This is an optimization exercise on Yosys and OpenROAD, whose aim is small area, not a production implementation. In this exercise RTL edits were held to simulation tests only and were not proved equivalent to the original. Power and IR drop assume default switching activity.

$ cat flow/flow/run.sh
#!/bin/bash
set -euo pipefail
bash standard.sh \
  "BUFFER_PORTS_ARGS=-buffer_cell sky130_fd_sc_hd__buf_1" \
  "CTS_ARGS=-sink_clustering_enable -repair_clock_nets -dont_use_dummy_load -buf_list sky130_fd_sc_hd__clkbuf_8 -sink_clustering_size 16 -sink_clustering_max_diameter 80" \
  finish > flow.log 2>&1
$ cat flow/standard.sh
#!/bin/bash
# synth_recipe.tcl (not shown) runs the flow's synth.tcl, then flattens the netlist and writes it again
# the make line also repeats each setting of config.mk as NAME=value (left out here)
make -C /OpenROAD-flow-scripts/flow DESIGN_CONFIG=/design/flow/config.mk WORK_HOME=/design/flow/orfs CLKGATE_MAP_FILE= SYNTH_SCRIPT=/design/flow/synth_recipe.tcl "${@:-finish}"
$ cat flow/design.v
module wg_g_inv (input a, output y);
    assign y = ~a;
endmodule
module wg_g_nand2 (input a, b, output y);
    assign y = ~(a & b);
endmodule
module wg_g_nor2 (input a, b, output y);
    assign y = ~(a | b);
endmodule
module wg_g_xor2 (input a, b, output y);
    assign y = a ^ b;
endmodule
module wg_g_xnor2 (input a, b, output y);
    assign y = ~(a ^ b);
endmodule
module wg_g_mux2i (input a0, a1, s, output y);
    assign y = ~(s ? a1 : a0);
endmodule
module wg_dn_pair (
    input  [1:0] nb,
    input        qi,
    output [1:0] rn,
    output       qo
);
    wire b0, pm;
    wg_g_xor2  u_s0 (.a(nb[0]), .b(qi), .y(rn[0]));       
    wg_g_inv   u_i0 (.a(nb[0]), .y(b0));
    wg_g_nor2  u_c0 (.a(b0), .b(qi), .y(pm));             
    wg_g_xnor2 u_s1 (.a(nb[1]), .b(pm), .y(rn[1]));       
    wg_g_nand2 u_c1 (.a(nb[1]), .b(pm), .y(qo));          
endmodule
module wg_dn_step (
    input  [31:0] r,
    input  [31:0] t,
    input         load,
    input         dec,
    output [31:0] rn,
    output        zd
);
    wire [31:0] nb;
    wire [16:0] q;
    assign q[0] = ~dec;
    genvar i;
    generate
        for (i = 0; i < 32; i = i + 1) begin : g_bit
            wg_g_mux2i u_base (.a0(r[i]), .a1(t[i]), .s(load), .y(nb[i]));
        end
        for (i = 0; i < 16; i = i + 1) begin : g_pair
            wg_dn_pair u_pair (.nb(nb[2*i +: 2]), .qi(q[i]), .rn(rn[2*i +: 2]), .qo(q[i + 1]));
        end
    endgenerate
    assign zd = ~q[16];
endmodule
module wg_dn2_step (
    input  [31:0] r,
    input  [31:0] a,
    input  [31:0] b,
    input         ld_a,
    input         ld_b,
    input         dec,
    output [31:0] rn,
    output        zd
);
    wire keep = ~(ld_a | ld_b);
    wire [31:0] nb;
    wire [16:0] q;
    assign q[0] = ~dec;
    genvar i;
    generate
        for (i = 0; i < 32; i = i + 1) begin : g_bit
            wg_aoi222 u_base (.a0(r[i]), .b0(keep), .a1(a[i]), .b1(ld_a),
                              .a2(b[i]), .b2(ld_b), .y(nb[i]));
        end
        for (i = 0; i < 16; i = i + 1) begin : g_pair
            wg_dn_pair u_pair (.nb(nb[2*i +: 2]), .qi(q[i]), .rn(rn[2*i +: 2]), .qo(q[i + 1]));
        end
    endgenerate
    assign zd = ~q[16];
endmodule
module wg_aoi222 (
    input  a0, b0, a1, b1, a2, b2,
    output y
);
    assign y = ~((a0 & b0) | (a1 & b1) | (a2 & b2));
endmodule
module wg_onehot_mux33 (
    input  [527:0] d,
    input  [32:0]  sel,
    output [15:0]  y
);
    genvar b, j;
    generate
        for (b = 0; b < 16; b = b + 1) begin : g_b
            wire [10:0] t;
            for (j = 0; j < 11; j = j + 1) begin : g_j
                wg_aoi222 u_aoi (
                    .a0(d[16*(3*j) + b]),     .b0(sel[3*j]),
                    .a1(d[16*(3*j + 1) + b]), .b1(sel[3*j + 1]),
                    .a2(d[16*(3*j + 2) + b]), .b2(sel[3*j + 2]),
                    .y(t[j]));
            end
            assign y[b] = ~&t;
        end
    endgenerate
endmodule
module wg_dec5 (
    input  [4:0]  s,
    input         en,
    output [31:0] oh
);
    genvar g;
    generate
        for (g = 0; g < 32; g = g + 1) begin : g_oh
            assign oh[g] = en && (s == g);
        end
    endgenerate
endmodule
module wg_add3 (
    input      [3:0] a,
    output reg [3:0] y
);
    always @* begin
        case (a)
            4'd0: y = 4'd0;
            4'd1: y = 4'd1;
            4'd2: y = 4'd2;
            4'd3: y = 4'd3;
            4'd4: y = 4'd4;
            4'd5: y = 4'd8;
            4'd6: y = 4'd9;
            4'd7: y = 4'd10;
            4'd8: y = 4'd11;
            4'd9: y = 4'd12;
            4'd10: y = 4'd11;
            4'd11: y = 4'd8;
            4'd12: y = 4'd5;
            4'd13: y = 4'd6;
            4'd14: y = 4'd9;
            4'd15: y = 4'd2;
        endcase
    end
endmodule
module wg_add3_lo (
    input  [2:0] a,
    output [3:0] y
);
    assign y = (a == 3'd5) ? 4'd8 : (a == 3'd6) ? 4'd9 : (a == 3'd7) ? 4'd10 : {1'b0, a};
endmodule
module wg_bin2bcd (
    input  [15:0] id,
    output [19:0] bcd
);
    wire [19:0] st [0:16];
    assign st[0] = 20'd0;
    genvar i, k;
    generate
        for (i = 0; i < 16; i = i + 1) begin : g_st
            wire [19:0] c;
            for (k = 0; k < 5; k = k + 1) begin : g_d
                if ((1 << i) > 5 * (10 ** k) && (1 << (i - 1)) <= 5 * (10 ** k) && (1 << i) <= 8 * (10 ** k)) begin : g_first
                    wg_add3_lo u_add3 (.a(st[i][4*k +: 3]), .y(c[4*k +: 4]));
                end else if ((1 << i) > 5 * (10 ** k) && k < 4) begin : g_fix
                    wg_add3 u_add3 (.a(st[i][4*k +: 4]), .y(c[4*k +: 4]));
                end else begin : g_pass
                    assign c[4*k +: 4] = st[i][4*k +: 4];
                end
            end
            assign st[i + 1] = {c[18:0], id[15 - i]};
        end
    endgenerate
    assign bcd = st[16];
endmodule
module wg_dec_ascii (
    input      [15:0] id,
    output     [55:0] msg,
    output     [2:0]  len
);
    wire [19:0] bcd;
    wg_bin2bcd u_bcd (.id(id), .bcd(bcd));
    wire [3:0] d4 = bcd[19:16], d3 = bcd[15:12], d2 = bcd[11:8], d1 = bcd[7:4], d0 = bcd[3:0];
    wire z4 = (d4 == 4'd0), z3 = (d3 == 4'd0), z2 = (d2 == 4'd0), z1 = (d1 == 4'd0);
    wire s5 = !z4;
    wire s4 = z4 && !z3;
    wire s3 = z4 && z3 && !z2;
    wire s2 = z4 && z3 && z2 && !z1;
    wire s1 = z4 && z3 && z2 && z1;
    localparam [3:0] CR = 4'hD, LF = 4'hA;
    wire [3:0] n0 = ({4{s5}} & d4) | ({4{s4}} & d3) | ({4{s3}} & d2) | ({4{s2}} & d1) | ({4{s1}} & d0);
    wire [3:0] n1 = ({4{s5}} & d3) | ({4{s4}} & d2) | ({4{s3}} & d1) | ({4{s2}} & d0) | ({4{s1}} & CR);
    wire [3:0] n2 = ({4{s5}} & d2) | ({4{s4}} & d1) | ({4{s3}} & d0) | ({4{s2}} & CR) | ({4{s1}} & LF);
    wire [3:0] n3 = ({4{s5}} & d1) | ({4{s4}} & d0) | ({4{s3}} & CR) | ({4{!(s5|s4|s3)}} & LF);
    wire [3:0] n4 = ({4{s5}} & d0) | ({4{s4}} & CR) | ({4{!(s5|s4)}} & LF);
    wire [3:0] n5 = s5 ? CR : LF;
    wire g1 = !s1, g2 = s5 | s4 | s3, g3 = s5 | s4, g4 = s5;
    assign msg[7:0]   = {4'h3, n0};
    assign msg[15:8]  = {2'b00, g1, g1, n1};
    assign msg[23:16] = {2'b00, g2, g2, n2};
    assign msg[31:24] = {2'b00, g3, g3, n3};
    assign msg[39:32] = {2'b00, g4, g4, n4};
    assign msg[47:40] = {4'h0, n5};
    assign msg[55:48] = 8'h0A;
    assign len = {!s1, s5 | s4 | s1, s5 | s3 | s1};
endmodule
module wiegand_core (
    input             clk,
    input             rst,
    input             tick_us,
    input             edge_d0,
    input             edge_d1,
    input             cfg_deadtime_en,
    input      [31:0] cfg_dead_time_us,
    input      [31:0] cfg_partial_timeout_us,
    input      [31:0] cfg_gap_us,
    input      [31:0] cfg_dup_window_us,
    input      [31:0] cfg_cadence_us,
    input             cfg_overflow_policy,
    output reg        tx_valid,
    output     [15:0] tx_id,
    output     [55:0] tx_msg,
    output     [2:0]  tx_len,
    output reg        ev_cap_ok,
    output reg        ev_cap_err,
    output reg        ev_q_ovf,
    output     [15:0] ev_push_id,
    output reg        ev_evict,
    output     [15:0] ev_evict_id
);
    localparam FRAME_BITS = 26;
    reg [4:0]  fcnt;
    reg [15:0] idsr;        
    reg [15:0] dup_id;      
    reg        pend;        
    reg [4:0]  head_p;      
    reg [4:0]  tail_p;      
    reg        full;        
    reg [15:0] ring [0:31];
    reg [31:0] r_bit, r_edge, r_dup, r_tx;
    reg        x_bit, x_edge, x_dup, x_tx;
    wire        q_empty = (head_p == tail_p) && !full;
    wire        attempt = x_tx || (r_tx == 32'd0);           
    wire        pop     = attempt && !q_empty;
    wire fcnt_partial = (fcnt != 5'd0) && (fcnt < FRAME_BITS);
    wire abandon  = fcnt_partial && x_bit;                   
    wire complete = (fcnt == FRAME_BITS) && x_bit;           
    wire in_window = !x_dup && (r_dup != 32'd0);
    wire suppress  = (dup_id == idsr) && in_window;
    wire forward   = complete && !suppress;
    wire       full_after_pop  = full && !pop;
    wire       push_ok     = forward && !full_after_pop;
    wire       push_evict  = forward && full_after_pop && !cfg_overflow_policy;
    wire       push_reject = forward && full_after_pop && cfg_overflow_policy;
    wire       store       = push_ok || push_evict;
    wire [4:0] pend_p = head_p - 5'd1;                
    wire       inj    = pend && (pend_p[3:0] == 4'd0);
    wire       bypass = pend && (head_p == tail_p) && !full;
    wire [31:0] tail_oh;
    wg_dec5 u_dec5 (.s(tail_p), .en(!bypass), .oh(tail_oh));
    wire [527:0] rd_words;
    genvar g;
    generate
        for (g = 0; g < 32; g = g + 1) begin : g_rd
            assign rd_words[16*g +: 16] = ring[(g + 31) % 32];
        end
    endgenerate
    assign rd_words[527:512] = dup_id;
    wire [15:0] removed_id;
    wg_onehot_mux33 u_rd (
        .d  (rd_words),
        .sel({bypass, tail_oh}),
        .y  (removed_id));
    wire [4:0] head_p_next = head_p - {4'd0, !store};
    wire [4:0] tail_p_next = tail_p - {4'd0, !(pop || push_evict)};
    integer i;
    always @(posedge clk) begin
        for (i = 0; i < 31; i = i + 1)
            ring[i] <= ring[i + 1];
        ring[31] <= ring[0];
        if (inj && !pend_p[4]) ring[31] <= dup_id;
        if (inj &&  pend_p[4]) ring[15] <= dup_id;
    end
    always @(posedge clk) begin
        if (rst) begin
            head_p <= 5'd0;
            tail_p <= 5'd0;
            full   <= 1'b0;
            pend   <= 1'b0;
        end else begin
            head_p <= head_p_next;
            tail_p <= tail_p_next;
            full   <= full ? (!pop || push_ok) : (push_ok && !pop && head_p_next == tail_p_next);
            pend   <= store || (pend && !inj);
        end
    end
    wire       clear_frame     = abandon || complete;
    wire [4:0] fcnt_after_poll = clear_frame ? 5'd0 : fcnt;
    wire       edge_in  = edge_d0 || edge_d1;
    wire       accept   = edge_in && (!cfg_deadtime_en || x_edge);    
    wire       append   = accept && (fcnt_after_poll < FRAME_BITS);
    wire       id_shift = accept && !clear_frame && (fcnt >= 5'd9) && (fcnt <= 5'd24);
    always @(posedge clk) begin
        if (rst)
            fcnt <= 5'd0;
        else
            fcnt <= fcnt_after_poll + {4'd0, append};
    end
    always @(posedge clk) begin
        if (id_shift)
            idsr <= {idsr[14:0], edge_d1};
    end
    always @(posedge clk) begin
        if (forward)
            dup_id <= idsr;
    end
    wire        ld_bit  = append;
    wire        ld_gap  = append && (fcnt_after_poll == 5'd25);
    wire        ld_pt   = append && (fcnt_after_poll != 5'd25);
    wire        bx_bit  = !ld_bit && x_bit;
    wire        dec_bit = tick_us && !bx_bit;
    wire [31:0] rn_bit;
    wire        zd_bit;
    wg_dn2_step u_bit (.r(r_bit), .a(cfg_gap_us), .b(cfg_partial_timeout_us),
                       .ld_a(ld_gap), .ld_b(ld_pt), .dec(dec_bit), .rn(rn_bit), .zd(zd_bit));
    always @(posedge clk) begin
        r_bit <= rn_bit;
        x_bit <= bx_bit || zd_bit;
    end
    wire        ld_edge  = accept;
    wire        bx_edge  = !ld_edge && x_edge;
    wire        dec_edge = tick_us && !bx_edge;
    wire [31:0] rn_edge;
    wire        zd_edge;
    wg_dn_step u_edge (.r(r_edge), .t(cfg_dead_time_us), .load(ld_edge), .dec(dec_edge),
                       .rn(rn_edge), .zd(zd_edge));
    always @(posedge clk) begin
        r_edge <= rn_edge;
        if (rst) x_edge <= 1'b1;
        else     x_edge <= bx_edge || zd_edge;
    end
    wire        ld_dup  = forward;
    wire        bx_dup  = !ld_dup && x_dup;
    wire        dec_dup = tick_us && !bx_dup;
    wire [31:0] rn_dup;
    wire        zd_dup;
    wg_dn_step u_dup (.r(r_dup), .t(cfg_dup_window_us), .load(ld_dup), .dec(dec_dup),
                      .rn(rn_dup), .zd(zd_dup));
    always @(posedge clk) begin
        r_dup <= rn_dup;
        if (rst) x_dup <= 1'b1;
        else     x_dup <= bx_dup || zd_dup;
    end
    wire        ld_tx  = attempt || rst;
    wire        bx_tx  = !ld_tx && x_tx;
    wire        dec_tx = tick_us && !rst && !bx_tx;
    wire [31:0] rn_tx;
    wire        zd_tx;
    wg_dn_step u_tx (.r(r_tx), .t(cfg_cadence_us), .load(ld_tx), .dec(dec_tx),
                     .rn(rn_tx), .zd(zd_tx));
    always @(posedge clk) begin
        r_tx <= rn_tx;
        x_tx <= bx_tx || zd_tx;
    end
    always @(posedge clk) begin
        if (rst) begin
            tx_valid   <= 1'b0;
            ev_cap_ok  <= 1'b0;
            ev_cap_err <= 1'b0;
            ev_q_ovf   <= 1'b0;
            ev_evict   <= 1'b0;
        end else begin
            tx_valid   <= pop;
            ev_cap_ok  <= store;
            ev_cap_err <= abandon;
            ev_q_ovf   <= push_reject;
            ev_evict   <= push_evict;
        end
    end
    assign tx_id       = removed_id;
    assign ev_evict_id = removed_id;
    assign ev_push_id  = idsr;
    wg_dec_ascii u_dec_ascii (
        .id (removed_id),
        .msg(tx_msg),
        .len(tx_len)
    );
endmodule
$ cat flow/config.mk
export PLATFORM = sky130hd
export DESIGN_NAME = wiegand_core
export DESIGN_NICKNAME = wiegand_core
export VERILOG_FILES = /design/flow/design.v
export SDC_FILE = /design/flow/constraint.sdc
export NUM_CORES = 4
export LEC_CHECK = 0
export CAP_MARGIN = 20
export CORE_MARGIN = 2
export CORE_UTILIZATION = 40
export SLEW_MARGIN = 20
export SYNTH_HIERARCHICAL = 1
$ cat flow/constraint.sdc
create_clock -name core_clock -period 20.0 [get_ports {clk}]
set_input_delay 4.0000 -clock core_clock [delete_from_list [all_inputs] [get_ports {clk}]]
set_output_delay 4.0000 -clock core_clock [all_outputs]
set_load 0.01 [all_outputs]
==> results_dict.tcl, run 1 <==
set metrics [dict create \
    core_area_um2 60200 \
    vdd_drop_max_mv 0.0616 \
    critPathMaxStageDelay_ns 0.84 \
    antenna_cells 0 \
    overflow 0 \
    outcome "no timing/DRC/antenna violations" \
    antenna_found_initial 2 \
    netlist_area_um2 24300 \
    drt_wl_total_mm 64.6 \
    power.switching_uw 543 \
    yosysTopAreaCellShare_pct 54.8 \
    relSlewSlack_pct 32.3 \
    clockBufferDepth 3 \
    power_frac_seq_pct 64.2 \
    async_reset_ff_share_pct 0 \
    start_kind "flip-flop" \
    cts_buffers 49 \
    fin_cells 3176 \
    dpl.cell_count 3127 \
    min-delay-path-class "reg2reg" \
    yosys_warnings 10 \
    power.density_nw_per_um2 84.2 \
    final_layout_size_suffix_gt1_share_pct 8.48 \
    initial_utilization_pct 40.4 \
    fin_crit_sh_pct 79.9 \
    max_freq_ghz 0.0626 \
    endpoint_kind "output port" \
    clk_latency_ns 0.66 \
    cts_sinks 698 \
    vias_per_cell 5.55 \
    grt_pass1_vias 17500 \
    p_int_uw 1720 \
    grt_max_degree 40 \
    path_max_fanout 23 \
    ctsHoldBuffers 0 \
    cts_setup_buffers 0 \
    fin_tns_setup_ns 0 \
    die_width_um 251 \
    power.share.switching_pct 24.0 \
    cts_tree "done" \
    synth_area_leader_cell "dfxtp_1" \
    cts.clk_slew.worst_paths_ns 0.10 \
    ys_ff_latch 698 \
    fp.dieH_um 251 \
    critPathKind "reg2out" \
    finalNetCount 2569 \
    hold_viol 0 \
    min_period_ns 15.99 \
    fp.dieArea_um2 62800 \
    crit_slowest_cell "or4_1" \
    rsz0062_at_grt "false" \
    combPwrFrac_pct 7.5 \
    final_antenna_net_count 0 \
    routedWlPerCell_um 20.3 \
    drv_cap 0 \
    nFillCells 5612 \
    drt_iter0_markers 1909 \
    first_pass_iters 9 \
    cts-root-buf "clkbuf_8" \
    yosysMostFrequentCell "dfxtp_1" \
    p_leak_uw 0.00997 \
    synth_area_leaders "dfxtp_1 (55%), a222oi_1 (8.6%), mux2i_1 (4.0%), edfxtp_1 (4.0%), xor2_1 (3.2%)" \
    gp_congestion 0.835 \
    place.detailed.hpwl_mm 44.6 \
    worst_pin_slew_ns 1.02 \
    rows 90 \
    synth_ff_type "dfxtp_1" \
    critPathMostFrequentCell "nand2_1" \
    synth-seq-area-share_pct 58.8 \
    cp.required_ns 16.00 \
    report.final.slew_viol_count 0 \
    syn_avg_cell_area_um2 11.6 \
    setup_viol 0 \
    yosys-top-cells-count "dfxtp_1 (666), a222oi_1 (208), nor2_1 (130)" \
    port_buffers 253 \
    drc_errors 0 \
    clock_skew_ns 0.0277 \
    h-tree-depth 2 \
    synth.distinct_cells 69 \
    clkPwrFrac_pct 28.3 \
    grt_usage_pct 20.1 \
    area_growth_pct 10.5 \
    syn_inst 2100 \
    synth_edf_count 32 \
    grt_pass1_wl_mm 98.8 \
    cts.repair.resized 0 \
    regArea_um2 14300 \
    multiInputGateArea_um2 9340 \
    arrival_ns 11.99 \
    vias 17600 \
    io_pins 279 \
]
[cell type report]
cell class	instances	share of cell area, %
inverter	94	1.31
tap	782	3.64
timing repair buffer	292	4.62
sequential	698	53.2
clock buffer	49	2.51
multi-input combinational	1261	34.8
[Yosys stat by module (local to each module, per instance), excerpt]
| module | cells | area (um2) | flip-flops and latches |
|---|---|---|---|
| wg_g_inv | 1 | 3.75 | 0 |
| wg_aoi222 | 1 | 10.0 | 0 |
| wg_g_nand2 | 1 | 3.75 | 0 |
| wg_g_xnor2 | 1 | 8.76 | 0 |
| wg_dn2_step | 3 | 11.3 | 0 |
| wiegand_core | 910 | 15900 | 698 |
| wg_onehot_mux33 | 64 | 380 | 0 |
| wg_bin2bcd | 3 | 18.8 | 0 |
| wg_g_xor2 | 1 | 8.76 | 0 |
[critical path, delay by kind of cell, from the launching register on]
family	cells	cell delay [ns]
and+or+nand+nor	22	5.22
AOI/OAI and AO/OA	14	4.28
buffers and inverters	4	1.13
DFF	1	0.55
xor gates and xnor gates	1	0.13
[power by group through the flow]
stage	Clock [uW]	Sequential, uW	Combinational [uW]
after floorplan	0	1480	118
after global placement	0	1480	165
after detailed placement	0	1480	169
after CTS	659	1450	170
after global routing	707	1460	187
final	640	1450	171
[state kept, by name, summed over array words and instances (netlist names), 5 cells and up]
name / cells
ring: 512
r_bit: 32
r_dup: 32
r_edge: 32
r_tx: 32
dup_id: 16
idsr: 16
fcnt: 5
head_p: 5
tail_p: 5
[worst paths after layout]
| path | start | to | slack, ns | depth (start not counted) |
|---|---|---|---|---|
| worst max-delay path | tail_p[2] | tx_msg[33] | 4.01 | 41 |
| worst max register to register | fcnt[3] | x_bit | 12.23 | 43 |
| worst min register to register | ring[21][12] | ring[20][12] | 0.33 | 0 |
| worst min-delay path | ring[21][12] | ring[20][12] | 0.33 | 0 |
[placed cells by master (no fill, tap or decap), drive strengths merged, types with 4 or more instances in the layout]
cell | netlist | routed
xor2 | 89 | 89
or2 | 31 | 31
a221o | 4 | 4
nor3b | 7 | 7
nand2 | 113 | 113
xnor2 | 75 | 75
a222oi | 208 | 208
nand2b | 67 | 67
nor2b | 33 | 33
a31oi | 5 | 5
o22ai | 32 | 32
nor4 | 23 | 23
ha | 6 | 6
nand4 | 39 | 39
mux2 | 32 | 32
a21boi | 5 | 5
o21a | 5 | 5
inv | 94 | 94
nand3 | 24 | 24
edfxtp | 32 | 32
conb | 3 | 26
nor2 | 131 | 131
clkbuf | 6 | 49
and2 | 6 | 6
or3 | 16 | 16
buf | 64 | 292
dfxtp | 666 | 666
o21ai | 23 | 23
mux2i | 96 | 96
a221oi | 7 | 7
nand3b | 4 | 4
a31o | 31 | 31
a21oi | 62 | 62
o21bai | 5 | 5
o221a | 30 | 30
[cells by family after synthesis]
kind of cell             after synthesis  share of synthesized area (%)
AO/OA/AOI/OAI                        424                           15.0
XOR/XNOR                             164                           5.90
adder cells (fa/ha/maj)                6                          0.309
buffers and inverters                164                           3.53
flip-flops                           698                           58.8
multiplexers                         128                           5.43
other                                  3                         0.0463
AND/OR/NAND/NOR                      513                           11.0
[stage by stage]
stage	util (%)	setup slack, ns	total power, uW	instance area (um2)	hold slack, ns
CTS	44.6	4.07	2280	26900	0.338
floorplan	-	6.35	1600	24400	0.330
finish	44.6	4.01	2260	26900	0.333
detailed placement	43.5	4.87	1650	26200	0.336
global route	44.6	2.80	2350	26900	0.328
global placement	43.5	5.30	1650	26200	0.332
[routing by layer]
layer | routed length (um) | GRT usage [%] | share of wire [%]
met5 | 13 | 0 | 0.020
met2 | 30100 | 33.6 | 47
met1 | 27100 | 25.8 | 42
met3 | 5570 | 4.53 | 8.6
met4 | 1760 | 6.59 | 2.7
==> run 2: changes to the inputs <==
--- a/flow/config.mk
+++ b/flow/config.mk
@@ -7,6 +7,6 @@
 export LEC_CHECK = 0
 export CAP_MARGIN = 20
 export CORE_MARGIN = 2
-export CORE_UTILIZATION = 40
+export CORE_UTILIZATION = 50
 export SLEW_MARGIN = 20
 export SYNTH_HIERARCHICAL = 1
==> results_dict.tcl, run 2 <==
set metrics [dict create \
    design_area_um2 26700 \
    arrival_ns 11.94 \
    p_int_uw 1720 \
    min_path_cells 0 \
    vias 17600 \
    ys_ff_latch 698 \
    drt_wl_total_mm 63.2 \
    final_cell_mix "dfxtp_1 (666), buf_1 (253), a222oi_1 (208)" \
    regArea_um2 14300 \
    cts-root-buf "clkbuf_8" \
    fin_crit_sh_pct 79.7 \
    r2r_cells 45 \
    synth_area_leader_cell "dfxtp_1" \
    setup_viol 0 \
    fin_tns_setup_ns 0 \
    port_buffers 253 \
    rows 80 \
    clock_skew_ns 0.103 \
    top_register "ring" \
    grt_max_degree 45 \
    combPwrFrac_pct 7.5 \
    fp.dieH_um 225 \
    vdd_drop_max_mv 0.0507 \
    syn_inst 2100 \
    cp.required_ns 16.00 \
    ctsHoldBuffers 0 \
    placement.cell_area_um2 26000 \
    initial_utilization_pct 50.8 \
    gp_congestion 0.856 \
    yosys-top-cells-count "dfxtp_1 (666), a222oi_1 (208), nor2_1 (130)" \
    antenna_cells 0 \
    cts_tree "done" \
    clockBufferDepth 3 \
    io_pins 279 \
    r2r-end "x_bit" \
    hold_viol 0 \
    report.final.slew_viol_count 0 \
    cpLargestDelayFamily "simple AND/OR/NAND/NOR gates" \
    final_antenna_net_count 0 \
    critPathKind "reg2out" \
    finalNetCount 2568 \
    path_max_fanout 23 \
    critPathMostFrequentCell "nand2_1" \
    start_kind "flip-flop" \
    synth_ff_type "dfxtp_1" \
    async_reset_ff_share_pct 0 \
    synth_area_leaders "dfxtp_1 (55%), a222oi_1 (8.6%), mux2i_1 (4.0%), edfxtp_1 (4.0%), xor2_1 (3.2%)" \
    rsz0062_at_grt "false" \
    routedWlPerCell_um 21.0 \
    multiInputGateArea_um2 9350 \
    crit_slowest_cell "or4_1" \
    overflow 0 \
    cts.clk_slew.worst_paths_ns 0.10 \
    area_growth_pct 9.64 \
    critPathMaxStageDelay_ns 0.82 \
    vias_per_cell 5.85 \
    largest_reg_flops 512 \
    core_area_um2 47800 \
    first_pass_iters 10 \
    grt_usage_pct 24.6 \
    die_width_um 225 \
    netlist_area_um2 24300 \
    clk_latency_ns 0.70 \
    final_common_cell "dfxtp_1" \
    power_frac_seq_pct 64.4 \
    r2r_start "fcnt[1]" \
    antenna_found_initial 0 \
    outcome "no timing/DRC/antenna violations" \
    synth_edf_count 32 \
    min-delay-path-class "reg2reg" \
    cts_sinks 698 \
    cts.repair.resized 0 \
    min_period_ns 15.94 \
    hp-start "ring[2][4]" \
    yosysTopAreaCellShare_pct 54.8 \
    power.share.switching_pct 23.7 \
    synth.distinct_cells 69 \
    yosysMostFrequentCell "dfxtp_1" \
    crit_buf_inv 4 \
    h-tree-depth 2 \
    p_leak_uw 0.00997 \
    power.density_nw_per_um2 84.6 \
    synth-seq-area-share_pct 58.8 \
    endpoint_kind "output port" \
    grt_pass1_vias 17300 \
    cts_setup_buffers 0 \
    cts_buffers 49 \
    clkPwrFrac_pct 28.1 \
    drt_iter0_markers 1935 \
    drc_errors 0 \
    place.detailed.hpwl_mm 44.2 \
    relSlewSlack_pct 30.7 \
    worst_pin_slew_ns 1.04 \
    r2r_slack_ns 11.95 \
    final_layout_size_suffix_gt1_share_pct 8.44 \
    grt_pass1_wl_mm 96.8 \
    drv_cap 0 \
    syn_avg_cell_area_um2 11.6 \
    max_freq_ghz 0.0627 \
    nFillCells 4180 \
    fp.dieArea_um2 50400 \
    yosys_warnings 10 \
    power.switching_uw 535 \
    min_to "ring[1][4]" \
]
[run 2: cell count changes in the layout (fill, tap and decap cells not counted)]
cell,delta
nor4_1,-1
nor2_2,-1
buf_4,-1
nor2_1,+1
nor4_2,+1
[run 2: cell families after synthesis]
group	after synthesis	synth area share (%)
flip-flops	698	58.8
AND/OR/NAND/NOR	513	11.0
AO/OA/AOI/OAI	424	15.0
XOR/XNOR	164	5.90
buffers and inverters	164	3.53
multiplexers	128	5.43
adder cells (fa/ha/maj)	6	0.309
other	3	0.0463
[run 2: final cells by class]
type	instances	share of cell area, %
Clock buffer	49	2.53
Inverter	94	1.32
Sequential cell	698	53.6
Timing Repair Buffer	291	4.63
Tap cell	615	2.89
Multi-Input combinational cell	1261	35.0
[run 2: modules after synthesis (local to each module, per instance), excerpt]
module	cell area, um2	cells	flops+latches	copies in the design
wg_g_inv	3.75	1	0	64
wg_g_xnor2	8.76	1	0	64
wg_g_mux2i	10.0	1	0	96
wg_onehot_mux33	380	64	0	1
wg_dn2_step	11.3	3	0	1
wg_dec5	234	47	0	1
wg_dn_step	7.51	2	0	3
wg_add3	65.1	10	0	30
wg_add3_lo	43.8	6	0	3
wiegand_core	15900	910	698	1
wg_g_xor2	8.76	1	0	64
[run 2: worst register-to-register path: cells and delay by family (launching register included)]
kind,cells,cell delay (ns)
AO/OA/AOI/OAI,2,0.59
flip-flops,1,0.39
AND/OR/NAND/NOR,39,6.29
buffers and inverters,4,0.73
[run 2: per-layer routing]
metal  share of wire (%)  up-vias  GRT usage, %
met5                   0        -             0
met4                 2.8        0          7.69
met3                 7.7      113          5.89
met2                  46      606          39.4
met1                  44     8531          33.1
li1                    -     8350             -
[run 2: power by group through the flow]
stage                     Sequential [uW]  Clock, uW  Combinational (uW)
after floorplan                      1480          0                 118
after global placement               1480          0                 164
after detailed placement             1480          0                 168
after CTS                            1450        654                 168
after global routing                 1460        703                 185
final                                1450        633                 169
[run 2: how the worst max path moves through the flow]
stage	to	start	cells after the start	slack [ns]
after floorplan	x_bit	edge_d1	41	6.35
after global placement	tx_msg[33]	tail_p[2]	41	5.24
after detailed placement	tx_msg[33]	tail_p[2]	41	4.91
after CTS	tx_msg[33]	tail_p[2]	41	4.14
after global routing	tx_msg[33]	tail_p[2]	41	2.88
final	tx_msg[33]	tail_p[2]	41	4.06
[run 2: stage by stage]
step                hold WS, ns  instances  power, uW  util [%]  worst slack [ns]
floorplan                 0.330       2123       1600         -              6.35
global placement          0.332       2959       1650      54.3              5.24
detailed placement        0.336       2959       1650      54.3              4.91
CTS                       0.263       3008       2270      55.7              4.14
global route              0.272       3008       2350      55.7              2.88
finish                    0.268       3008       2260      55.7              4.06
==> run 3: changes to the inputs <==
--- a/flow/design.v
+++ b/flow/design.v
@@ -133,10 +133,10 @@
             4'd9: y = 4'd12;
             4'd10: y = 4'd11;
             4'd11: y = 4'd8;
-            4'd12: y = 4'd5;
-            4'd13: y = 4'd6;
+            4'd12: y = 4'd13;
+            4'd13: y = 4'd14;
             4'd14: y = 4'd9;
-            4'd15: y = 4'd2;
+            4'd15: y = 4'd10;
         endcase
     end
 endmodule
--- a/flow/config.mk
+++ b/flow/config.mk
@@ -8,5 +8,6 @@
 export CAP_MARGIN = 20
 export CORE_MARGIN = 2
 export CORE_UTILIZATION = 50
+export GPL_TIMING_DRIVEN = 0
 export SLEW_MARGIN = 20
 export SYNTH_HIERARCHICAL = 1
==> results_dict.tcl, run 3 <==
set metrics [dict create \
    outcome "no timing/DRC/antenna violations" \
    clkPwrFrac_pct 27.9 \
    clock_skew_ns 0.0869 \
    power.density_nw_per_um2 84.3 \
    first_pass_iters 9 \
    fp.dieH_um 223 \
    use_met2_pct 39.9 \
    power_frac_seq_pct 63.9 \
    hp-start "ring[27][15]" \
    crit_slowest_cell "or4_4" \
    netlist_area_um2 24100 \
    power.share.switching_pct 24.0 \
    yosysTopAreaCellShare_pct 55.4 \
    r2r_start "fcnt[1]" \
    synth_area_leader_cell "dfxtp_1" \
    top_register "ring" \
    vias 17500 \
    endpoint_kind "output port" \
    grt_max_degree 49 \
    cts.repair.resized 0 \
    drv_cap 0 \
    place.detailed.hpwl_mm 42.4 \
    report.final.slew_viol_count 0 \
    antenna_cells 0 \
    vdd_drop_max_mv 0.0534 \
    overflow 0 \
    drt_iter0_markers 1936 \
    synth-seq-area-share_pct 59.4 \
    clockBufferDepth 3 \
    final_common_cell "dfxtp_1" \
    r2r-end "x_bit" \
    min_path_cells 0 \
    drt_wl_total_mm 63.3 \
    placement.cell_area_um2 26300 \
    antenna_found_initial 0 \
    combPwrFrac_pct 8.1 \
    vias_per_cell 5.79 \
    io_pins 279 \
    fp.dieArea_um2 49900 \
    critPathKind "reg2out" \
    critPathMaxStageDelay_ns 0.66 \
    p_int_uw 1730 \
    final_util_pct 56.6 \
    yosys-top-cells-count "dfxtp_1 (666), a222oi_1 (208), nor2_1 (130)" \
    min_period_ns 15.28 \
    core_area_um2 47600 \
    cts_tree "done" \
    cts_sinks 698 \
    area_growth_pct 12.0 \
    setup_viol 0 \
    finalNetCount 2582 \
    grt_busiest_layer "met2" \
    r2r_slack_ns 11.63 \
    synth_edf_count 32 \
    path_max_fanout 12 \
    drc_errors 0 \
    h-tree-depth 2 \
    r2r_cells 43 \
    die_width_um 223 \
    relSlewSlack_pct 28.5 \
    rows 80 \
    crit_buf_inv 5 \
    ctsHoldBuffers 0 \
    synth_ff_type "dfxtp_1" \
    cts_buffers 49 \
    fin_ws_ns 4.72 \
    worst_pin_slew_ns 1.07 \
    gp_congestion 0.830 \
    synth_area_leaders "dfxtp_1 (55%), a222oi_1 (8.7%), mux2i_1 (4.0%), edfxtp_1 (4.0%), xor2_1 (3.2%)" \
    pre_cts_ws_ns 5.38 \
    min-delay-path-class "reg2reg" \
    cts-root-buf "clkbuf_8" \
    yosysMostFrequentCell "dfxtp_1" \
    clk_latency_ns 0.68 \
    syn_avg_cell_area_um2 11.6 \
    power.switching_uw 546 \
    cpLargestDelayFamily "compound AO/OA/AOI/OAI gates" \
    largest_reg_flops 512 \
    hold_viol 0 \
    port_buffers 253 \
    final_layout_size_suffix_gt1_share_pct 10.3 \
    start_kind "flip-flop" \
    grt_usage_pct 25.1 \
    final_antenna_net_count 0 \
    rsz0062_at_grt "false" \
    routedWlPerCell_um 21.0 \
    ys_ff_latch 698 \
    p_leak_uw 0.0100 \
    synth.distinct_cells 69 \
    final_cell_mix "dfxtp_1 (666), buf_1 (254), a222oi_1 (208)" \
    async_reset_ff_share_pct 0 \
    fin_tns_setup_ns 0 \
    yosys_warnings 10 \
    critPathMostFrequentCell "o21ai_0" \
    cts_setup_buffers 0 \
    fin_crit_sh_pct 76.4 \
    arrival_ns 11.28 \
    grt_pass1_wl_mm 96.9 \
    cts.clk_slew.worst_paths_ns 0.10 \
    initial_utilization_pct 50.5 \
    min_to "ring[26][15]" \
    gr-usage-met3_pct 6.44 \
    globalRouteMet1Util_pct 33.4 \
    design_area_um2 27000 \
    cp.required_ns 16.00 \
    max_freq_ghz 0.0655 \
    syn_inst 2070 \
    grt_pass1_vias 17200 \
]
==> run 3: power groups by stage <==
| stage | registers [uW] | logic, uW | clock network [uW] |
|---|---|---|---|
| after global routing | 1460 | 202 | 706 |
| final | 1450 | 185 | 635 |
| after floorplan | 1480 | 118 | 0 |
| after CTS | 1450 | 184 | 656 |
| after global placement | 1480 | 165 | 0 |
| after detailed placement | 1480 | 184 | 0 |
==> run 3: final cells by class <==
type / count / area [um2]
Buffer: 70 / 507
Clock buffer: 49 / 674
Fill cell: 4179 / 20700
Inverter: 94 / 355
Multi-Input combinational cell: 1231 / 9230
Sequential cell: 698 / 14300
Tap cell: 615 / 769
Timing Repair Buffer: 265 / 1120
==> run 3: cells by family (layout without fill, tap and decap cells) <==
group / after synthesis / count (layout) / share of synthesized area [%]
flops: 698 / 698 / 59.4
other cells: 3 / 26 / 0.0468
mux: 128 / 128 / 5.49
simple gates: 483 / 483 / 10.7
compound gates: 424 / 424 / 14.5
xor+xnor: 164 / 164 / 5.97
buf+inv: 164 / 478 / 3.57
fa+ha+maj: 6 / 6 / 0.312
==> run 3: stage by stage <==
step	hold slack [ns]	total power [uW]	instances
floorplan	0.330	1600	2093
global placement	0.332	1650	2961
detailed placement	0.334	1670	2973
CTS	0.271	2290	3022
global route	0.276	2370	3022
finish	0.273	2270	3022
==> run 3: how the worst max path moves through the flow <==
stage	slack (ns)	from	depth (start not counted)	end
2_1_floorplan	6.35	edge_d1	41	x_bit
3_3_place_gp	3.00	edge_d1	42	x_bit
3_5_place_dp	5.38	tail_p[2]	40	tx_msg[33]
4_1_cts	4.68	tail_p[2]	40	tx_msg[33]
5_1_grt	3.42	tail_p[2]	41	tx_msg[17]
6_report	4.72	tail_p[2]	42	tx_msg[12]
==> run 3: per-module statistics from Yosys (local to each module, per instance), excerpt <==
| module | area, um2 | cells inside |
|---|---|---|
| wg_dec5 | 234 | 47 |
| wg_add3_lo | 43.8 | 6 |
| wg_aoi222 | 10.0 | 1 |
| wg_g_xnor2 | 8.76 | 1 |
| wg_dn_step | 7.51 | 2 |
| wg_g_nor2 | 3.75 | 1 |
| wg_g_inv | 3.75 | 1 |
| wg_g_nand2 | 3.75 | 1 |
==> run 3: routing by layer <==
layer	vias up	share of wire, %	wire [um]
met5	-	0	0
met4	0	3.2	2020
met3	106	8.5	5400
met2	597	46	28900
met1	8474	43	27000
li1	8329	-	-
==> run 3: worst register-to-register path, delay by kind of cell (launching register included) <==
kind                   cells  cell delay [ns]
AND/OR/NAND/NOR           39             7.13
AO/OA/AOI/OAI              2             0.68
flip-flops                 1             0.39
buffers and inverters      2             0.14
==> run 4: changes to the inputs <==
--- a/flow/config.mk
+++ b/flow/config.mk
@@ -8,6 +8,5 @@
 export CAP_MARGIN = 20
 export CORE_MARGIN = 2
 export CORE_UTILIZATION = 50
-export GPL_TIMING_DRIVEN = 0
 export SLEW_MARGIN = 20
 export SYNTH_HIERARCHICAL = 1
==> results_dict.tcl, run 4 <==
set metrics [dict create \
    setup_viol 0 \
    h-tree-depth 2 \
    drv_cap 0 \
    min_to "ring[2][1]" \
    synth-seq-area-share_pct 59.4 \
    fin_tns_setup_ns 0 \
    drt_wl_total_mm 63.0 \
    cts_buffers 49 \
    r2r_cells 45 \
    core_area_um2 47600 \
    fp.dieH_um 223 \
    rows 80 \
    fin_crit_sh_pct 75.6 \
    grt_usage_pct 24.9 \
    synth.distinct_cells 69 \
    cts_setup_buffers 0 \
    antenna_found_initial 0 \
    async_reset_ff_share_pct 0 \
    die_width_um 223 \
    syn_inst 2070 \
    vias_per_cell 5.83 \
    power_uw 2250 \
    relSlewSlack_pct 43.9 \
    cts_tree "done" \
    vdd_drop_max_mv 0.0474 \
    crit_slowest_cell "o21ai_0" \
    io_pins 279 \
    holdWs_ns 0.293 \
    cts.repair.resized 0 \
    gp_congestion 0.853 \
    fp.dieArea_um2 49900 \
    antenna_cells 0 \
    endpoint_kind "output port" \
    grt_pass1_vias 17100 \
    yosys_warnings 10 \
    yosysMostFrequentCell "dfxtp_1" \
    drc_errors 0 \
    overflow 0 \
    hold_viol 0 \
    synth_ff_type "dfxtp_1" \
    final_layout_size_suffix_gt1_share_pct 8.66 \
    worst_pin_slew_ns 0.841 \
    max_freq_ghz 0.0661 \
    port_buffers 253 \
    r2r_slack_ns 12.04 \
    cp.required_ns 16.00 \
    synthMuxAreaShare_pct 5.49 \
    critPathKind "reg2out" \
    arrival_ns 11.12 \
    final_antenna_net_count 0 \
    yosys-top-cells-count "dfxtp_1 (666), a222oi_1 (208), nor2_1 (130)" \
    cts.clk_slew.worst_paths_ns 0.10 \
    synth-xor-area-share_pct 5.97 \
    initial_utilization_pct 50.5 \
    r2r-end "x_bit" \
    synthAdderAreaFrac_pct 0.312 \
    yosysTopAreaCellShare_pct 55.4 \
    synth_area_leader_cell "dfxtp_1" \
    power.density_nw_per_um2 85.3 \
    largest_reg_flops 512 \
    synth_edf_count 32 \
    finalNetCount 2541 \
    outcome "no timing/DRC/antenna violations" \
    r2r_start "fcnt[1]" \
    fin_cells 2981 \
    critPathMostFrequentCell "o21ai_0" \
    grt_pass1_wl_mm 96.3 \
    final_common_cell "dfxtp_1" \
    critPathMaxStageDelay_ns 0.66 \
    drt_iter0_markers 2023 \
    min_path_cells 0 \
    synth-simple-area-share_pct 10.7 \
    ctsHoldBuffers 0 \
    final_cell_mix "dfxtp_1 (666), buf_1 (253), a222oi_1 (208)" \
    synth_area_leaders "dfxtp_1 (55%), a222oi_1 (8.7%), mux2i_1 (4.0%), edfxtp_1 (4.0%), xor2_1 (3.2%)" \
    synth_top_family_by_area "compound AO/OA/AOI/OAI gates" \
    area_growth_pct 9.83 \
    min_period_ns 15.12 \
    rsz0062_at_grt "false" \
    ys_ff_latch 698 \
    routedWlPerCell_um 21.1 \
    min-delay-path-class "reg2reg" \
    grt_max_degree 45 \
    top_register "ring" \
    syn_avg_cell_area_um2 11.6 \
    start_kind "flip-flop" \
    first_pass_iters 11 \
    place.detailed.hpwl_mm 44.0 \
    clock_skew_ns 0.0756 \
    report.final.slew_viol_count 0 \
    netlist_area_um2 24100 \
    hp-start "ring[3][1]" \
    synth_compound_area_share_pct 14.5 \
    final_util_pct 55.5 \
    p_leak_uw 0.00983 \
    path_max_fanout 16 \
    cts_sinks 698 \
    clockBufferDepth 3 \
    vias 17400 \
    clk_latency_ns 0.69 \
    dpl.cell_count 2932 \
    cts-root-buf "clkbuf_8" \
]
==> run 4: cell counts after synthesis <==
No cell type changed its count.
==> run 4: worst max-delay path by stage <==
stage,start,end,cells after the start
2_1_floorplan,edge_d1,x_bit,41
3_3_place_gp,tail_p[2],tx_msg[19],41
3_5_place_dp,tail_p[2],tx_msg[1],41
4_1_cts,tail_p[2],tx_msg[1],41
5_1_grt,tail_p[2],tx_msg[33],42
6_report,tail_p[2],tx_msg[1],42
==> run 4: cell type report <==
cell class / count / area (um2)
Clock buffer: 49 / 674
Fill cell: 4242 / 21200
Inverter: 94 / 353
Multi-Input combinational cell: 1231 / 9080
Sequential cell: 698 / 14300
Tap cell: 615 / 769
Timing Repair Buffer: 294 / 1260
==> run 4: where the power goes <==
part | switching (uW) | internal, uW | total, uW
registers | 20.2 | 1430 | 1450
clock network | 412 | 220 | 632
logic | 101 | 67.0 | 168
==> run 4: cells by family after synthesis <==
logic type | Yosys count
muxes | 128
xor gates and xnor gates | 164
buffers and inverters | 164
and+or+nand+nor | 483
adders and majority gates | 6
other | 3
AOI/OAI and AO/OA | 424
DFF | 698
==> run 4: per-layer routing <==
layer  track usage [%]  share of wire (%)  vias up
met2              41.0                 47      593
met3              6.03                8.2      100
met1              32.6                 43     8456
li1                  -                  -     8240
met5                 0                  0        -
met4              6.90                2.4        0
==> run 4: Yosys stat by module, one instance, submodules excluded, excerpt <==
module	flip-flops and latches	cells inside	times used
wg_g_nor2	0	1	64
wg_dn_step	0	2	3
wg_g_mux2i	0	1	96
wg_g_inv	0	1	64
wg_aoi222	0	1	208
wg_add3_lo	0	6	3
wg_bin2bcd	0	3	1
==> run 4: through the flow <==
stage	instance area, um2	setup slack, ns
global placement	25800	6.09
global route	26400	3.87
CTS	26400	4.92
detailed placement	25800	5.67
floorplan	24100	6.35
finish	26400	4.88
==> run 4: worst max-delay path: cells and delay by family, from the launching register on <==
family / cells / cell delay (ns)
compound gates: 23 / 5.67
xor+xnor: 1 / 0.12
simple gates: 15 / 3.65
flops: 1 / 0.58
buf+inv: 3 / 0.46
==> run 5: changes to the inputs <==
==> flow/flow/run.sh (replaced) <==
#!/bin/bash
set -euo pipefail
bash standard.sh \
  "BUFFER_PORTS_ARGS=-buffer_cell sky130_fd_sc_hd__buf_1" \
  "CTS_ARGS=-sink_clustering_enable -repair_clock_nets -dont_use_dummy_load -buf_list sky130_fd_sc_hd__clkbuf_8 -sink_clustering_size 18 -sink_clustering_max_diameter 90" \
  finish > flow.log 2>&1
==> results_dict.tcl, run 5 <==
set metrics [dict create \
    outcome "no timing/DRC/antenna violations" \
    finalNetCount 2537 \
    path_max_fanout 16 \
    dr.max_layer_used "met4" \
    cts.repair.resized 0 \
    final_layout_size_suffix_gt1_share_pct 8.51 \
    cts_sinks 698 \
    first_pass_iters 9 \
    grt_pass1_wl_mm 96.4 \
    area_growth_pct 9.61 \
    yosys-top-cells-count "dfxtp_1 (666), a222oi_1 (208), nor2_1 (130)" \
    vias_per_cell 5.83 \
    clock_skew_ns 0.0694 \
    synth-seq-area-share_pct 59.4 \
    yosysTopAreaCellShare_pct 55.4 \
    wl_met2_mm 29.5 \
    port_buffers 253 \
    h-tree-depth 2 \
    report.final.slew_viol_count 0 \
    design_area_um2 26400 \
    pre_cts_ws_ns 5.67 \
    fin_crit_sh_pct 75.8 \
    drv_cap 0 \
    placement.cell_area_um2 25800 \
    clockBufferDepth 3 \
    cts-root-buf "clkbuf_8" \
    max_freq_ghz 0.0660 \
    drt_iter0_markers 2131 \
    grt_pass1_vias 17100 \
    setup_viol 0 \
    fin_ws_ns 4.85 \
    final_cell_mix "dfxtp_1 (666), buf_1 (253), a222oi_1 (208)" \
    power.density_nw_per_um2 84.8 \
    final_common_cell "dfxtp_1" \
    place.detailed.hpwl_mm 44.0 \
    initial_utilization_pct 50.5 \
    fp.dieH_um 223 \
    rows 80 \
    fp.dieArea_um2 49900 \
    clk_latency_ns 0.69 \
    grt_usage_pct 24.9 \
    overflow 0 \
    syn_inst 2070 \
    drt_wl_total_mm 63.1 \
    synth.distinct_cells 69 \
    ctsHoldBuffers 0 \
    cp.required_ns 16.00 \
    vdd_drop_max_mv 0.0541 \
    cts.clk_slew.worst_paths_ns 0.12 \
    synth_edf_count 32 \
    netlist_area_um2 24100 \
    synth_area_leaders "dfxtp_1 (55%), a222oi_1 (8.7%), mux2i_1 (4.0%), edfxtp_1 (4.0%), xor2_1 (3.2%)" \
    critPathMaxStageDelay_ns 0.68 \
    relSlewSlack_pct 43.8 \
    final_util_pct 55.4 \
    core_area_um2 47600 \
    cts_buffers 45 \
    final_antenna_net_count 0 \
    drc_errors 0 \
    arrival_ns 11.15 \
    fin_tns_setup_ns 0 \
    yosys_warnings 10 \
    min-delay-path-class "reg2reg" \
    crit_slowest_cell "o21ai_0" \
    vias 17400 \
    die_width_um 223 \
    io_pins 279 \
    critPathKind "reg2out" \
    cts_setup_buffers 0 \
    top_register "ring" \
    start_kind "flip-flop" \
    p_leak_uw 0.00980 \
    critPathMostFrequentCell "o21ai_0" \
    synth_ff_type "dfxtp_1" \
    cts_tree "done" \
    power_uw 2240 \
    wl_met3_mm 4.89 \
    min_period_ns 15.15 \
    antenna_found_initial 1 \
    grt_max_degree 45 \
    rsz0062_at_grt "false" \
    synth_area_leader_cell "dfxtp_1" \
    met1_length_mm 27.2 \
    largest_reg_flops 512 \
    routedWlPerCell_um 21.2 \
    hold_viol 0 \
    syn_avg_cell_area_um2 11.6 \
    endpoint_kind "output port" \
    ys_ff_latch 698 \
    yosysMostFrequentCell "dfxtp_1" \
    gp_congestion 0.853 \
    worst_pin_slew_ns 0.835 \
    async_reset_ff_share_pct 0 \
]
## run 5: cell counts after synthesis
No cell type changed its count.
## run 5: final timing paths
kind	end	start	depth (start not counted)	slack, ns
worst min-delay path	ring[24][7]	ring[25][7]	0	0.29
worst max register to register	x_bit	fcnt[1]	45	11.97
worst max-delay path	tx_msg[1]	tail_p[2]	42	4.85
worst min register to register	ring[24][7]	ring[25][7]	0	0.29
## run 5: power breakdown
part	switching (uW)	internal (uW)
clock	411	203
combinational	101	67.0
sequential	20.0	1430
total	532	1700
## run 5: cell type report
type	count	area, um2
fillers	4233	21300
flip-flops and latches	698	14300
multi-input cells	1231	9080
repair buffers	294	1260
well taps	615	769
clock buffers	45	619
inverters	94	353
diodes	1	2.50
## run 5: logic make-up (layout without fill, tap and decap cells)
| kind of cell | Yosys count | count (layout) | synth area share, % |
|---|---|---|---|
| simple gates | 483 | 483 | 10.7 |
| other cells | 3 | 27 | 0.0468 |
| xor+xnor | 164 | 164 | 5.97 |
| mux | 128 | 128 | 5.49 |
| compound gates | 424 | 424 | 14.5 |
| flops | 698 | 698 | 59.4 |
| buf+inv | 164 | 433 | 3.57 |
| fa+ha+maj | 6 | 6 | 0.312 |
## run 5: through the flow
step / hold slack [ns] / cells
finish: 0.290 / 2978
global route: 0.303 / 2977
CTS: 0.290 / 2977
detailed placement: 0.337 / 2932
global placement: 0.333 / 2932
floorplan: 0.330 / 2093
## run 5: Yosys stat by module, one instance, submodules excluded, a selection
module        flip-flops and latches  copies in the design  area [um2]  cells inside
wg_add3                            0                    30        56.3             9
wg_add3_lo                         0                     3        43.8             6
wg_aoi222                          0                   208        10.0             1
wg_bin2bcd                         0                     1        18.8             3
wg_dec_ascii                       0                     1         796           125
wg_dn2_step                        0                     1        11.3             3
wg_dn_step                         0                     3        7.51             2
wg_g_inv                           0                    64        3.75             1
wg_g_xnor2                         0                    64        8.76             1
wg_g_xor2                          0                    64        8.76             1
wiegand_core                     698                     1       15900           910
## run 5: metal layers
metal / global-route usage (%) / vias up
li1: - / 8237
met1: 33.0 / 8446
met2: 41.2 / 589
met3: 5.16 / 92
met4: 7.53 / 0
met5: 0 / -
## run 5: critical path: cells and delay by family (launching register included)
kind / cells / cell delay (ns)
compound gates: 23 / 5.73
xor+xnor: 1 / 0.12
buf+inv: 3 / 0.47
flops: 1 / 0.59
simple gates: 15 / 3.58

separate check: timing with driven ports:
In the flow no input, the clock included, has a driving cell. The finished layouts below were timed again as built, in two steps. Step 1 (the two cells are an assumption about what drives the block):
set clk [get_ports {clk}]
set_driving_cell -lib_cell sky130_fd_sc_hd__clkbuf_16 $clk
set_driving_cell -lib_cell sky130_fd_sc_hd__buf_2 [delete_from_list [all_inputs] $clk]
Step 2 moves the port delays by t, midway between the first and last clock arrival at a register: inputs arrive t later, outputs are due t later. That takes back most of the time a late clock gives input paths. Three values: no drivers, after step 1, after step 2; two values: the first two.
run | t, ns | setup slack, ns | hold WS [ns] | clock arrival spread, ns | worst register clock-pin slew, ns
run 1 | 0.691 | 4.015 / 3.967 / 4.658 | 0.333 / 0.333 / 0.333 | 0.028 / 0.028 | 0.10 / 0.10
run 2 | 0.702 | 4.056 / 4.000 / 4.701 | 0.268 / 0.268 / 0.268 | 0.109 / 0.109 | 0.10 / 0.10
run 3 | 0.694 | 4.723 / 4.668 / 5.361 | 0.273 / 0.273 / 0.273 | 0.089 / 0.089 | 0.10 / 0.10
run 4 | 0.705 | 4.876 / 4.823 / 5.527 | 0.293 / 0.293 / 0.293 | 0.083 / 0.083 | 0.10 / 0.10
run 5 | 0.704 | 4.848 / 4.790 / 5.494 | 0.290 / 0.290 / 0.290 | 0.084 / 0.084 | 0.12 / 0.12
After both steps setup and hold are still met in every run listed.
